This is an optimization exercise on Yosys and OpenROAD, whose aim is small area, not a production implementation. In this exercise RTL edits were held to simulation tests only and were not proved equivalent to the original. Power figures rest on the tool's default switching activity, not on a simulated workload.

==> flow/design.v <==
module crtc6845 (
    input             clk,
    input             rst,
    input             ce,
    input             bus_en,
    input             bus_rs,
    input             bus_rw,
    input      [7:0]  bus_din,
    input             lpstb,
    output     [7:0]  dout,
    output            de,
    output            hsync,
    output            vsync,
    output            cursor,
    output     [13:0] ma,
    output     [4:0]  ra,
    output            frame_start,
    output            geom_evt,
    output            geom_valid,
    output            upd_valid,
    output     [13:0] upd_addr,
    output            upd_strobe
);
    localparam [2:0] UPD_DELAY = 3'd4;
    reg [7:0]  r_htotal, r_hdisp, r_hsync_pos, r_sync_width, r_mode;
    reg [6:0]  r_vtotal, r_vdisp, r_vsync_pos, r_cur_start;
    reg [4:0]  r_vtotal_adj, r_max_ras, r_cur_end;
    reg [13:0] r_disp_start, r_cursor_addr, r_lpen_addr, r_update_addr;
    reg [5:0]  al;
    reg [7:0]  cc;
    reg [4:0]  ra_q;
    reg [6:0]  lc;
    reg [4:0]  adj_ctr;
    reg        adj_active;
    reg [3:0]  vsw_ctr;
    reg        vsync_ff;
    reg        line_enable;
    reg [7:0]  blink_ctr;
    reg        cursor_state;
    reg [13:0] line_addr;
    reg        lpen_latched;
    reg        update_ready;
    reg        de_q, hs_q, vs_q, cur_q;
    reg [8:0]  line_rem;
    reg        deoff_p;  reg [7:0] deoff_rem;
    reg        curon_p;  reg [7:0] curon_rem;
    reg        curoff_p;
    reg        hson_p;   reg [7:0] hson_rem;
    reg        hsoff_p;  reg [4:0] hsoff_rem;
    reg        lpen_p;
    reg        updadr_p; reg [2:0] updadr_rem;
    reg signed [14:0] g_htot, g_vtot, g_maxx, g_maxy, g_hson, g_hsoff, g_vson, g_vsoff;
    reg               g_valid;
    reg [7:0]  dout_q;
    reg        frame_q, geom_evt_q, upd_valid_q, upd_strobe_q;
    reg [13:0] upd_addr_q;
    assign dout        = dout_q;
    assign de          = de_q;
    assign hsync       = hs_q;
    assign vsync       = vs_q;
    assign cursor      = cur_q;
    assign ma          = line_addr + {6'd0, cc};
    assign ra          = ra_q;
    assign frame_start = frame_q;
    assign geom_evt    = geom_evt_q;
    assign geom_valid  = g_valid;
    assign upd_valid   = upd_valid_q;
    assign upd_addr    = upd_addr_q;
    assign upd_strobe  = upd_strobe_q;
    wire do_bus  = !rst && bus_en;
    wire do_lp   = !rst && !bus_en && lpstb;
    wire do_clk  = !rst && !bus_en && !lpstb && ce;
    wire do_sel  = do_bus && !bus_rs && !bus_rw;
    wire do_rdst = do_bus && !bus_rs &&  bus_rw;
    wire do_wr   = do_bus &&  bus_rs && !bus_rw;
    wire do_rd   = do_bus &&  bus_rs &&  bus_rw;
    wire t_phi2  = (r_mode & 8'h88) == 8'h88;
    wire t_blank = (r_mode & 8'h88) == 8'h08;
    reg [7:0]  w_htotal, w_hdisp, w_hsync_pos, w_sync_width, w_mode;
    reg [6:0]  w_vtotal, w_vdisp, w_vsync_pos, w_cur_start;
    reg [4:0]  w_vtotal_adj, w_max_ras, w_cur_end;
    reg [13:0] w_disp_start, w_cursor_addr;
    always @* begin
        w_htotal      = r_htotal;
        w_hdisp       = r_hdisp;
        w_hsync_pos   = r_hsync_pos;
        w_sync_width  = r_sync_width;
        w_vtotal      = r_vtotal;
        w_vtotal_adj  = r_vtotal_adj;
        w_vdisp       = r_vdisp;
        w_vsync_pos   = r_vsync_pos;
        w_mode        = r_mode;
        w_max_ras     = r_max_ras;
        w_cur_start   = r_cur_start;
        w_cur_end     = r_cur_end;
        w_disp_start  = r_disp_start;
        w_cursor_addr = r_cursor_addr;
        if (do_wr) begin
            case (al)
                6'd0:  w_htotal      = bus_din;
                6'd1:  w_hdisp       = bus_din;
                6'd2:  w_hsync_pos   = bus_din;
                6'd3:  w_sync_width  = bus_din;
                6'd4:  w_vtotal      = bus_din[6:0];
                6'd5:  w_vtotal_adj  = bus_din[4:0];
                6'd6:  w_vdisp       = bus_din[6:0];
                6'd7:  w_vsync_pos   = bus_din[6:0];
                6'd8:  w_mode        = bus_din;
                6'd9:  w_max_ras     = bus_din[4:0];
                6'd10: w_cur_start   = bus_din[6:0];
                6'd11: w_cur_end     = bus_din[4:0];
                6'd12: w_disp_start  = {bus_din[5:0], r_disp_start[7:0]};
                6'd13: w_disp_start  = {r_disp_start[13:8], bus_din};
                6'd14: w_cursor_addr = {bus_din[5:0], r_cursor_addr[7:0]};
                6'd15: w_cursor_addr = {r_cursor_addr[13:8], bus_din};
                default: ;
            endcase
        end
    end
    wire signed [14:0] ch_w   = {9'd0, w_max_ras} + 15'sd1;
    wire signed [14:0] hsw_w  = (w_sync_width[3:0] == 4'd0) ? 15'sd16 : {11'd0, w_sync_width[3:0]};
    wire signed [14:0] vsw_w  = (w_sync_width[7:4] == 4'd0) ? 15'sd16 : {11'd0, w_sync_width[7:4]};
    wire signed [14:0] e_htot  = ({7'd0, w_htotal} + 15'sd1) * 15'sd8;
    wire signed [14:0] e_vtot  = ({8'd0, w_vtotal} + 15'sd1) * ch_w + {10'd0, w_vtotal_adj};
    wire signed [14:0] e_maxx  = {7'd0, w_hdisp} * 15'sd8 - 15'sd1;
    wire signed [14:0] e_maxy  = {8'd0, w_vdisp} * ch_w - 15'sd1;
    wire signed [14:0] e_hson  = {7'd0, w_hsync_pos} * 15'sd8;
    wire signed [14:0] e_hsraw = e_hson + hsw_w * 15'sd8;
    wire signed [14:0] e_hsoff = (e_hsraw < e_htot) ? e_hsraw : e_htot;
    wire signed [14:0] e_vson  = {8'd0, w_vsync_pos} * ch_w;
    wire signed [14:0] e_vsraw = e_vson + vsw_w;
    wire signed [14:0] e_vsoff = (e_vsraw < e_vtot) ? e_vsraw : e_vtot;
    wire e_valid = (e_htot > 0) && (e_vtot > 0)
                && (e_maxx >= 0) && (e_maxx < e_htot)
                && (e_maxy >= 0) && (e_maxy < e_vtot)
                && (e_hson <= e_htot) && (e_vson <= e_vtot)
                && (e_hson != e_hsoff) && (e_vson != e_vsoff);
    wire e_changed = (e_htot != g_htot) || (e_vtot != g_vtot) || (e_maxx != g_maxx)
                  || (e_maxy != g_maxy) || (e_hson != g_hson) || (e_hsoff != g_hsoff)
                  || (e_vson != g_vson) || (e_vsoff != g_vsoff);
    wire geom_restart = do_wr && e_changed;
    function cursor_visible;
        input        cs;
        input [4:0]  r;
        input [13:0] la;
        reg   [14:0] la_end;
        reg   [4:0]  st;
        begin
            la_end = {1'b0, la} + {7'd0, r_hdisp};
            st     = r_cur_start[4:0];
            if (!cs)
                cursor_visible = 1'b0;
            else if ({1'b0, r_cursor_addr} < {1'b0, la} || {1'b0, r_cursor_addr} >= la_end)
                cursor_visible = 1'b0;
            else if (st > r_max_ras)
                cursor_visible = 1'b0;
            else if (st <= r_cur_end)
                cursor_visible = (r_cur_end > r_max_ras) || (st <= r && r <= r_cur_end);
            else
                cursor_visible = 1'b0;    
        end
    endfunction
    reg [7:0]  n_cc;
    reg [4:0]  n_ra;
    reg [6:0]  n_lc;
    reg [4:0]  n_adj_ctr;
    reg        n_adj_active;
    reg [3:0]  n_vsw_ctr;
    reg        n_vsync_ff, n_line_enable;
    reg [7:0]  n_blink_ctr;
    reg        n_cursor_state;
    reg [13:0] n_line_addr, n_lpen_addr, n_update_addr;
    reg        n_lpen_latched, n_update_ready;
    reg        n_de, n_hs, n_vs, n_cur;
    reg [8:0]  n_line_rem;
    reg        n_deoff_p;  reg [7:0] n_deoff_rem;
    reg        n_curon_p;  reg [7:0] n_curon_rem;
    reg        n_curoff_p;
    reg        n_hson_p;   reg [7:0] n_hson_rem;
    reg        n_hsoff_p;  reg [4:0] n_hsoff_rem;
    reg        n_lpen_p;
    reg        n_updadr_p; reg [2:0] n_updadr_rem;
    reg [7:0]  n_dout;
    reg        n_frame, n_upd_valid, n_upd_strobe;
    reg [13:0] n_upd_addr;
    reg        line_due, deoff_due, curon_due, curoff_due, hson_due, hsoff_due, lpen_due, updadr_due;
    reg        deoff_now, curon_now, hson_now, upd_trans;
    reg        nv;
    reg [4:0]  hsw;
    reg        tu;
    always @* begin
        n_cc           = cc;
        n_ra           = ra_q;
        n_lc           = lc;
        n_adj_ctr      = adj_ctr;
        n_adj_active   = adj_active;
        n_vsw_ctr      = vsw_ctr;
        n_vsync_ff     = vsync_ff;
        n_line_enable  = line_enable;
        n_blink_ctr    = blink_ctr;
        n_cursor_state = cursor_state;
        n_line_addr    = line_addr;
        n_lpen_addr    = r_lpen_addr;
        n_update_addr  = r_update_addr;
        n_lpen_latched = lpen_latched;
        n_update_ready = update_ready;
        n_de           = de_q;
        n_hs           = hs_q;
        n_vs           = vs_q;
        n_cur          = cur_q;
        n_line_rem     = line_rem;
        n_deoff_p      = deoff_p;   n_deoff_rem  = deoff_rem;
        n_curon_p      = curon_p;   n_curon_rem  = curon_rem;
        n_curoff_p     = curoff_p;
        n_hson_p       = hson_p;    n_hson_rem   = hson_rem;
        n_hsoff_p      = hsoff_p;   n_hsoff_rem  = hsoff_rem;
        n_lpen_p       = lpen_p;
        n_updadr_p     = updadr_p;  n_updadr_rem = updadr_rem;
        n_dout         = dout_q;
        n_frame        = 1'b0;
        n_upd_valid    = 1'b0;
        n_upd_strobe   = upd_strobe_q;
        n_upd_addr     = upd_addr_q;
        line_due = 1'b0; deoff_due = 1'b0; curon_due = 1'b0; curoff_due = 1'b0;
        hson_due = 1'b0; hsoff_due = 1'b0; lpen_due = 1'b0; updadr_due = 1'b0;
        deoff_now = 1'b0; curon_now = 1'b0; hson_now = 1'b0; upd_trans = 1'b0;
        nv = vs_q;
        hsw = (r_sync_width[3:0] == 4'd0) ? 5'd16 : {1'b0, r_sync_width[3:0]};
        tu = 1'b0;
        if (do_rdst) begin
            n_dout = {update_ready, lpen_latched, !line_enable, 5'd0};
        end
        if (do_rd) begin
            case (al)
                6'd12:   n_dout = {2'd0, r_disp_start[13:8]};
                6'd13:   n_dout = r_disp_start[7:0];
                6'd14:   n_dout = {2'd0, r_cursor_addr[13:8]};
                6'd15:   n_dout = r_cursor_addr[7:0];
                6'd16:   begin n_dout = {2'd0, r_lpen_addr[13:8]}; n_lpen_latched = 1'b0; end
                6'd17:   begin n_dout = r_lpen_addr[7:0];          n_lpen_latched = 1'b0; end
                default: n_dout = 8'd0;
            endcase
            tu = (al == 6'd31);
        end
        if (do_wr) begin
            if (al == 6'd18) begin
                n_update_addr = {bus_din[5:0], r_update_addr[7:0]};
                if (t_phi2) upd_trans = 1'b1;
            end
            if (al == 6'd19) begin
                n_update_addr = {r_update_addr[13:8], bus_din};
                if (t_phi2) upd_trans = 1'b1;
            end
            tu = (al == 6'd31);
        end
        if (tu && r_mode[3]) begin
            if (t_phi2) begin
                n_update_addr = r_update_addr + 14'd1;
                upd_trans = 1'b1;
            end else if (update_ready) begin
                n_update_ready = 1'b0;
                if (!de_q) begin
                    n_updadr_p   = 1'b1;
                    n_updadr_rem = UPD_DELAY;
                end
            end
        end
        if (geom_restart) begin
            n_line_rem = {1'b0, w_htotal} + 9'd1;
            n_cc       = 8'd0;
        end
        if (do_lp) begin
            n_lpen_p = 1'b1;
        end
        if (do_clk) begin
            n_cc = cc + 8'd1;
            line_due   = (line_rem == 9'd1);
            n_line_rem = line_rem - 9'd1;
            if (deoff_p)  begin deoff_due  = (deoff_rem == 8'd1);  n_deoff_rem  = deoff_rem - 8'd1;  if (deoff_due)  n_deoff_p  = 1'b0; end
            if (curon_p)  begin curon_due  = (curon_rem == 8'd1);  n_curon_rem  = curon_rem - 8'd1;  if (curon_due)  n_curon_p  = 1'b0; end
            if (hson_p)   begin hson_due   = (hson_rem == 8'd1);   n_hson_rem   = hson_rem - 8'd1;   if (hson_due)   n_hson_p   = 1'b0; end
            if (hsoff_p)  begin hsoff_due  = (hsoff_rem == 5'd1);  n_hsoff_rem  = hsoff_rem - 5'd1;  if (hsoff_due)  n_hsoff_p  = 1'b0; end
            if (updadr_p) begin updadr_due = (updadr_rem == 3'd1); n_updadr_rem = updadr_rem - 3'd1; if (updadr_due) n_updadr_p = 1'b0; end
            curoff_due = curoff_p;  n_curoff_p = 1'b0;
            lpen_due   = lpen_p;    n_lpen_p   = 1'b0;
            if (deoff_due && n_de) begin
                n_de = 1'b0;
                if (!n_update_ready) begin n_updadr_p = 1'b1; n_updadr_rem = UPD_DELAY; end
            end
            if (curoff_due) n_cur = 1'b0;
            if (curon_due)  begin n_cur = 1'b1; n_curoff_p = 1'b1; end
            if (hsoff_due)  n_hs = 1'b0;
            if (hson_due)   begin n_hs = 1'b1; n_hsoff_p = 1'b1; n_hsoff_rem = hsw; end
            if (line_due) begin
                nv   = n_vs;
                n_cc = 8'd0;
                if (n_vsync_ff) begin
                    n_vsw_ctr = n_vsw_ctr + 4'd1;
                    if (n_vsw_ctr == r_sync_width[7:4]) begin
                        n_vsync_ff = 1'b0;
                        nv = 1'b0;
                    end
                end
                if (n_ra == r_max_ras) begin
                    if (n_lc == r_vtotal) begin
                        n_adj_ctr    = 5'd0;
                        n_adj_active = 1'b1;
                    end
                    n_ra        = 5'd0;
                    n_lc        = n_lc + 7'd1;
                    n_line_addr = n_line_addr + {6'd0, r_hdisp};
                    if (n_lc == r_vdisp) n_line_enable = 1'b0;
                    if (n_lc == r_vsync_pos) begin
                        n_vsw_ctr  = 4'd0;
                        n_vsync_ff = 1'b1;
                        nv = 1'b1;
                    end
                end else begin
                    n_ra = n_ra + 5'd1;
                end
                if (n_adj_active) begin
                    if (n_adj_ctr == r_vtotal_adj) begin
                        n_adj_active  = 1'b0;
                        n_ra          = 5'd0;
                        n_lc          = 7'd0;
                        n_line_addr   = r_disp_start;
                        n_line_enable = 1'b1;
                        if (n_lc == r_vdisp) n_line_enable = 1'b0;
                        if (n_lc == r_vsync_pos) begin
                            n_vsw_ctr  = 4'd0;
                            n_vsync_ff = 1'b1;
                            nv = 1'b1;
                        end
                        n_blink_ctr = blink_ctr + 8'd1;
                        case (r_cur_start[6:5])
                            2'd0: n_cursor_state = 1'b1;
                            2'd1: n_cursor_state = 1'b0;
                            2'd2: if (blink_ctr[4] != n_blink_ctr[4]) n_cursor_state = !cursor_state;
                            2'd3: if (blink_ctr[5] != n_blink_ctr[5]) n_cursor_state = !cursor_state;
                        endcase
                        n_frame = 1'b1;
                    end else begin
                        n_adj_ctr = n_adj_ctr + 5'd1;
                    end
                end
                if (n_line_enable) begin
                    if (r_hdisp == 8'd0) begin
                        n_deoff_p = 1'b0;
                        deoff_now = 1'b1;
                    end else begin
                        n_deoff_p   = 1'b1;
                        n_deoff_rem = r_hdisp;
                    end
                    if (cursor_visible(n_cursor_state, n_ra, n_line_addr)) begin
                        if (r_cursor_addr == n_line_addr) begin
                            n_curon_p = 1'b0;
                            curon_now = 1'b1;
                        end else begin
                            n_curon_p   = 1'b1;
                            n_curon_rem = r_cursor_addr[7:0] - n_line_addr[7:0];
                        end
                    end
                end
                if (r_hsync_pos == 8'd0) begin
                    n_hson_p = 1'b0;
                    hson_now = 1'b1;
                end else begin
                    n_hson_p   = 1'b1;
                    n_hson_rem = r_hsync_pos;
                end
                n_line_rem = {1'b0, r_htotal} + 9'd1;
                n_vs = nv;
                if (n_de != n_line_enable) begin
                    n_de = n_line_enable;
                    if (n_line_enable) begin
                        n_updadr_p = 1'b0;
                        updadr_due = 1'b0;
                    end else if (!n_update_ready) begin
                        n_updadr_p   = 1'b1;
                        n_updadr_rem = UPD_DELAY;
                    end
                end
            end
            if (lpen_due) begin
                n_lpen_addr    = n_line_addr + {6'd0, n_cc};
                n_lpen_latched = 1'b1;
            end
            if (updadr_due) upd_trans = 1'b1;
            if (deoff_now && n_de) begin
                n_de = 1'b0;
                if (!n_update_ready) begin n_updadr_p = 1'b1; n_updadr_rem = UPD_DELAY; end
            end
            if (curon_now) begin n_cur = 1'b1; n_curoff_p = 1'b1; end
            if (hson_now)  begin n_hs = 1'b1; n_hsoff_p = 1'b1; n_hsoff_rem = hsw; end
        end
        if (upd_trans) begin
            n_upd_valid  = 1'b1;
            n_upd_addr   = n_update_addr;
            n_upd_strobe = r_mode[6];
            if (!n_update_ready && t_blank) begin
                n_update_addr  = n_update_addr + 14'd1;
                n_update_ready = 1'b1;
            end
        end
    end
    always @(posedge clk) begin
        if (rst) begin
            r_htotal <= 8'd0;  r_hdisp <= 8'd0;  r_hsync_pos <= 8'd0;  r_sync_width <= 8'd0;
            r_vtotal <= 7'd0;  r_vtotal_adj <= 5'd0;  r_vdisp <= 7'd0;  r_vsync_pos <= 7'd0;
            r_mode <= 8'd0;  r_max_ras <= 5'd0;  r_cur_start <= 7'd0;  r_cur_end <= 5'd0;
            r_disp_start <= 14'd0;  r_cursor_addr <= 14'd0;  r_lpen_addr <= 14'd0;  r_update_addr <= 14'd0;
            al <= 6'd0;
            cc <= 8'd0;  ra_q <= 5'd0;  lc <= 7'd0;  adj_ctr <= 5'd0;  adj_active <= 1'b0;
            vsw_ctr <= 4'd0;  vsync_ff <= 1'b0;  line_enable <= 1'b0;  blink_ctr <= 8'd0;
            cursor_state <= 1'b0;  line_addr <= 14'd0;  lpen_latched <= 1'b0;  update_ready <= 1'b1;
            de_q <= 1'b0;  hs_q <= 1'b0;  vs_q <= 1'b0;  cur_q <= 1'b0;
            line_rem <= 9'd1;
            deoff_p <= 1'b0;  deoff_rem <= 8'd0;
            curon_p <= 1'b0;  curon_rem <= 8'd0;
            curoff_p <= 1'b0;
            hson_p <= 1'b0;   hson_rem <= 8'd0;
            hsoff_p <= 1'b0;  hsoff_rem <= 5'd0;
            lpen_p <= 1'b0;
            updadr_p <= 1'b0; updadr_rem <= 3'd0;
            g_htot <= 15'sd0;  g_vtot <= 15'sd0;  g_maxx <= 15'sd0;  g_maxy <= 15'sd0;
            g_hson <= 15'sd0;  g_hsoff <= 15'sd0; g_vson <= 15'sd0;  g_vsoff <= 15'sd0;
            g_valid <= 1'b0;
            dout_q <= 8'd0;  frame_q <= 1'b0;  geom_evt_q <= 1'b0;
            upd_valid_q <= 1'b0;  upd_addr_q <= 14'd0;  upd_strobe_q <= 1'b0;
        end else begin
            if (do_sel) al <= bus_din[5:0];
            r_htotal <= w_htotal;  r_hdisp <= w_hdisp;  r_hsync_pos <= w_hsync_pos;
            r_sync_width <= w_sync_width;  r_vtotal <= w_vtotal;  r_vtotal_adj <= w_vtotal_adj;
            r_vdisp <= w_vdisp;  r_vsync_pos <= w_vsync_pos;  r_mode <= w_mode;
            r_max_ras <= w_max_ras;  r_cur_start <= w_cur_start;  r_cur_end <= w_cur_end;
            r_disp_start <= w_disp_start;  r_cursor_addr <= w_cursor_addr;
            r_lpen_addr <= n_lpen_addr;  r_update_addr <= n_update_addr;
            cc <= n_cc;  ra_q <= n_ra;  lc <= n_lc;  adj_ctr <= n_adj_ctr;  adj_active <= n_adj_active;
            vsw_ctr <= n_vsw_ctr;  vsync_ff <= n_vsync_ff;  line_enable <= n_line_enable;
            blink_ctr <= n_blink_ctr;  cursor_state <= n_cursor_state;  line_addr <= n_line_addr;
            lpen_latched <= n_lpen_latched;  update_ready <= n_update_ready;
            de_q <= n_de;  hs_q <= n_hs;  vs_q <= n_vs;  cur_q <= n_cur;
            line_rem <= n_line_rem;
            deoff_p <= n_deoff_p;  deoff_rem <= n_deoff_rem;
            curon_p <= n_curon_p;  curon_rem <= n_curon_rem;
            curoff_p <= n_curoff_p;
            hson_p <= n_hson_p;    hson_rem <= n_hson_rem;
            hsoff_p <= n_hsoff_p;  hsoff_rem <= n_hsoff_rem;
            lpen_p <= n_lpen_p;
            updadr_p <= n_updadr_p;  updadr_rem <= n_updadr_rem;
            if (geom_restart) begin
                g_htot <= e_htot;  g_vtot <= e_vtot;  g_maxx <= e_maxx;  g_maxy <= e_maxy;
                g_hson <= e_hson;  g_hsoff <= e_hsoff; g_vson <= e_vson;  g_vsoff <= e_vsoff;
                g_valid <= e_valid;
            end
            geom_evt_q <= geom_restart && e_valid;
            dout_q <= n_dout;  frame_q <= n_frame;
            upd_valid_q <= n_upd_valid;  upd_addr_q <= n_upd_addr;  upd_strobe_q <= n_upd_strobe;
        end
    end
endmodule
==> flow/run.sh <==
#!/bin/bash
# synth_recipe.tcl (not shown) runs the flow's synth.tcl, then flattens the netlist and writes it again
# the make line also repeats each setting of config.mk as NAME=value (left out here)
make -C /OpenROAD-flow-scripts/flow DESIGN_CONFIG=/design/flow/config.mk WORK_HOME=/design/flow/orfs CLKGATE_MAP_FILE= SYNTH_SCRIPT=/design/flow/synth_recipe.tcl finish
==> flow/config.mk <==
export PLATFORM = sky130hd
export DESIGN_NAME = crtc6845
export DESIGN_NICKNAME = crtc6845
export VERILOG_FILES = /design/flow/design.v
export SDC_FILE = /design/flow/constraint.sdc
export NUM_CORES = 4
export LEC_CHECK = 0
export CAP_MARGIN = 20
export CORE_MARGIN = 2
export CORE_UTILIZATION = 40
export PLACE_DENSITY = 0.6
export SLEW_MARGIN = 20
==> flow/constraint.sdc <==
create_clock -name core_clock -period 15.0 [get_ports {clk}]
set_input_delay 3.0000 -clock core_clock [delete_from_list [all_inputs] [get_ports {clk}]]
set_output_delay 3.0000 -clock core_clock [all_outputs]
set_load 0.01 [all_outputs]
==> results.json <==
{
  "status": "no timing/DRC/antenna violations",
  "grt_max_degree": 81,
  "synth.distinct_cells": 91,
  "synth_top_family_by_area": "simple AND/OR/NAND/NOR gates",
  "rsz0062_at_grt": "no",
  "htreeDepth": 2,
  "synth_area_mm2": 0.0309,
  "critPathMaxFanout": 42,
  "finalSetupTns_ns": 0,
  "place.gp.congestion": 1.03,
  "fin_nets": 4407,
  "syn_area_per_cell_um2": 7.68,
  "dpl.hpwl_um": 80300,
  "yosys.area_share.simple": 0.237,
  "layout_min_cycle_time_ns": 14.12,
  "die_x_um": 282,
  "start_kind": "primary input",
  "ys_async_sr_fraction": 0,
  "drt.antenna.violating_nets": 0,
  "setup_viol": 0,
  "hold_depth": 2,
  "syn-num-nets": 4393,
  "grt_pass1_wl_um": 162000,
  "cpPeakStageDelay_ns": 0.55,
  "cp_common_cell": "ha_1",
  "synth_area_leaders": "dfxtp_1 (24%), ha_1 (11%), nand2_1 (6.4%)",
  "r2r_slack_ns": 3.24,
  "drt_iter0_drc": 2738,
  "cts_inserted_buffers": 45,
  "r2r-end": "cc[3]",
  "arrival_ns": 14.66,
  "fp.coreArea_mm2": 0.0762,
  "clk_pin_slew_ns": 0.06,
  "leakage_nw": 14.1,
  "critical_path_class": "primary input to flip-flop",
  "slowest_stage": "fa_1",
  "tightest_slew_ns": 1.12,
  "die_h_um": 282,
  "ys_ff_latch": 366,
  "syn_inst": 4022,
  "routed_wirelength_um": 105000,
  "grt_overflow_total": 0,
  "hold_buffers": 0,
  "synth_edf_count": 0,
  "synth_compound_area_frac": 0.188,
  "yosys_warnings": 1,
  "synth_mux_area_frac": 0.0356,
  "antenna_found_initial": 1,
  "nFillCells": 7711,
  "synth-seq-area-share": 0.237,
  "max_cap_violations": 0,
  "wl_per_cell_um": 20.5,
  "dr.pass1.iters": 6,
  "clk_path_buf_depth": 3,
  "crit_required_ns": 15.53,
  "ir_drop_uv": 79.8,
  "most-common-layout-cells": "nand2_1 (523), nor2_1 (430), dfxtp_1 (366)",
  "pwr_density_cell_mw_per_mm2": 69.8,
  "grt_use_total": 0.260,
  "clock.fmax_mhz": 70.8,
  "grt_pass1_vias": 27400,
  "postCtsSetupRepairBufs": 0,
  "hold_viol": 0,
  "vias_per_cell": 5.74,
  "relSlewSlack": 0.249,
  "dieArea_mm2": 0.0795,
  "synth_ff_type": "dfxtp_1",
  "cts_tree": "built",
  "areaGrowthSynthToFinish_pct": 11.7,
  "drc": 0,
  "synth_xor_area_frac": 0.0838,
  "hold_ws_ns": 0.454,
  "period_share": 0.942,
  "hold_path.startpoint": "upd_addr_q[3]",
  "ios": 65,
  "start_util": 0.406,
  "final_common_cell": "nand2_1",
  "clock_latency_ns": 0.62,
  "yosysTopAreaCell": "dfxtp_1",
  "skew_ns": 0.0458,
  "hold_class": "flip-flop to flip-flop",
  "drive_gt1_frac": 0.0619,
  "cts_sinks": 366,
  "cts-root-buf": "clkbuf_16",
  "rr_startpoint": "al[5]",
  "yosysTopAreaCellShare": 0.237,
  "slew_viol_final": 0,
  "synthAdderAreaFrac": 0.163,
  "vias": 29300,
  "hold_path_end": "upd_addr_q[3]",
  "rows": 101,
  "crit_path_end_kind": "flip-flop",
  "port_buffers": 64,
  "r2r_cells": 40
}
[area by class of cell]
type,instances,area (um^2),share of cell area
multi-input combinational,3209,21900,0.635
sequential,366,7330,0.212
timing repair buffer,163,1390,0.0403
clock buffer,66,1330,0.0384
tap,1030,1290,0.0373
inverter,251,942,0.0273
clock inverter,17,310,0.00899
antenna,1,2.50,0.0000725
[worst max-delay path: cells and delay by family]
kind | cells | cell delay [ns]
and+or+nand+nor | 17 | 4.30
adders and majority gates | 7 | 2.98
buffers and inverters | 7 | 1.71
AOI/OAI and AO/OA | 8 | 1.62
xor gates and xnor gates | 3 | 0.79
muxes | 1 | 0.21
[power by group]
group	leakage [nW]	switching [W]	internal (W)
logic	10.3	0.000138	0.0000591
registers	2.95	0.0000120	0.000982
clock network	0.800	0.000482	0.000737
total	14.1	0.000632	0.00178
[through the flow]
step | power (W) | instances | utilization | worst slack [ns] | cell area [um^2]
after floorplan | 0.00114 | 4022 | - | 1.62 | 30900
after global placement | 0.00121 | 5019 | 0.431 | 0.432 | 32900
after detailed placement | 0.00121 | 5019 | 0.431 | 0.233 | 32900
after CTS | 0.00243 | 5102 | 0.453 | 0.835 | 34500
after global routing | 0.00248 | 5102 | 0.453 | 0.114 | 34500
final | 0.00241 | 5103 | 0.453 | 0.875 | 34500
[how the worst max path moves through the flow]
stage               startpoint        end
floorplan                  rst  g_hson[4]
global placement        bus_rw      cc[3]
detailed placement      bus_rw      cc[3]
CTS                     bus_rw      cc[3]
global route            bus_rw      cc[6]
finish                  bus_rw      cc[3]
[what timing repair did]
action,CTS,global route
hold endpoints to repair,0,0
resized for setup,0,2
endpoints found under the setup margin,0,8
[metal layers]
layer | vias to the layer above | wire [um] | part of all wire | track usage
li1 | 14100 | - | - | -
met1 | 13900 | 47300 | 0.45 | 0.362
met2 | 1032 | 46100 | 0.44 | 0.409
met3 | 221 | 6820 | 0.065 | 0.0286
met4 | 2 | 4640 | 0.044 | 0.106
met5 | - | 14 | 0.00013 | 0
[Yosys cell counts, drive strengths merged (24+ instances only)]
cell type and count:
and2 45, ha 279, dfxtp 366, fa 77
and3 25, a21o 51, nor2b 58, nand4 63
xor2 104, a211oi 69, inv 247, a21oi 318
buf 28, nand3 108, a31oi 26, nand2 523
a22oi 33, xnor2 181, o21ai 150, nor4 37
or2 24, o211ai 25, nand2b 49, mux2i 90
o21a 25, nor3 85, nor2 435, clkbuf 168
[logic make-up after synthesis]
group	after synthesis
XOR/XNOR	289
flip-flops	366
multiplexers	107
AND/OR/NAND/NOR	1556
buffers and inverters	447
adder cells (fa/ha/maj)	356
AO/OA/AOI/OAI	901
[registers in the layout (all words and copies together), names as in the netlist, 9 cells and up]
name           count
g_hsoff            9
g_htot             9
g_maxx            10
g_maxy            14
g_vsoff           15
g_vson            13
g_vtot            15
line_addr         14
line_rem           9
r_cursor_addr     14
r_disp_start      14
r_lpen_addr       14
r_update_addr     14
upd_addr_q        14

[port drivers added, routing unchanged]
In the flow no input, the clock included, has a driving cell. The finished layout below was timed again as built, in two steps. Step 1 assumes that a clkbuf_16 drives the clock port and a buf_2 every other input. Step 2 adds t to the input delays and takes it off the output delays; t is the mean of the earliest and latest rising clock arrival at the registers after step 1. Input paths then give back, and output paths get back, about the clock's delay inside the block. Slacks: ideal ports / drivers / drivers and shift; pairs: ideal ports / drivers.
t, ns: 0.660
setup slack, ns: 0.875 / 0.918 / 0.258
worst setup path at the end: input to register
After both steps this run still meets setup and hold. For this run, drivers alone change the setup slack by +0.043 ns; drivers and shift together by -0.617 ns.
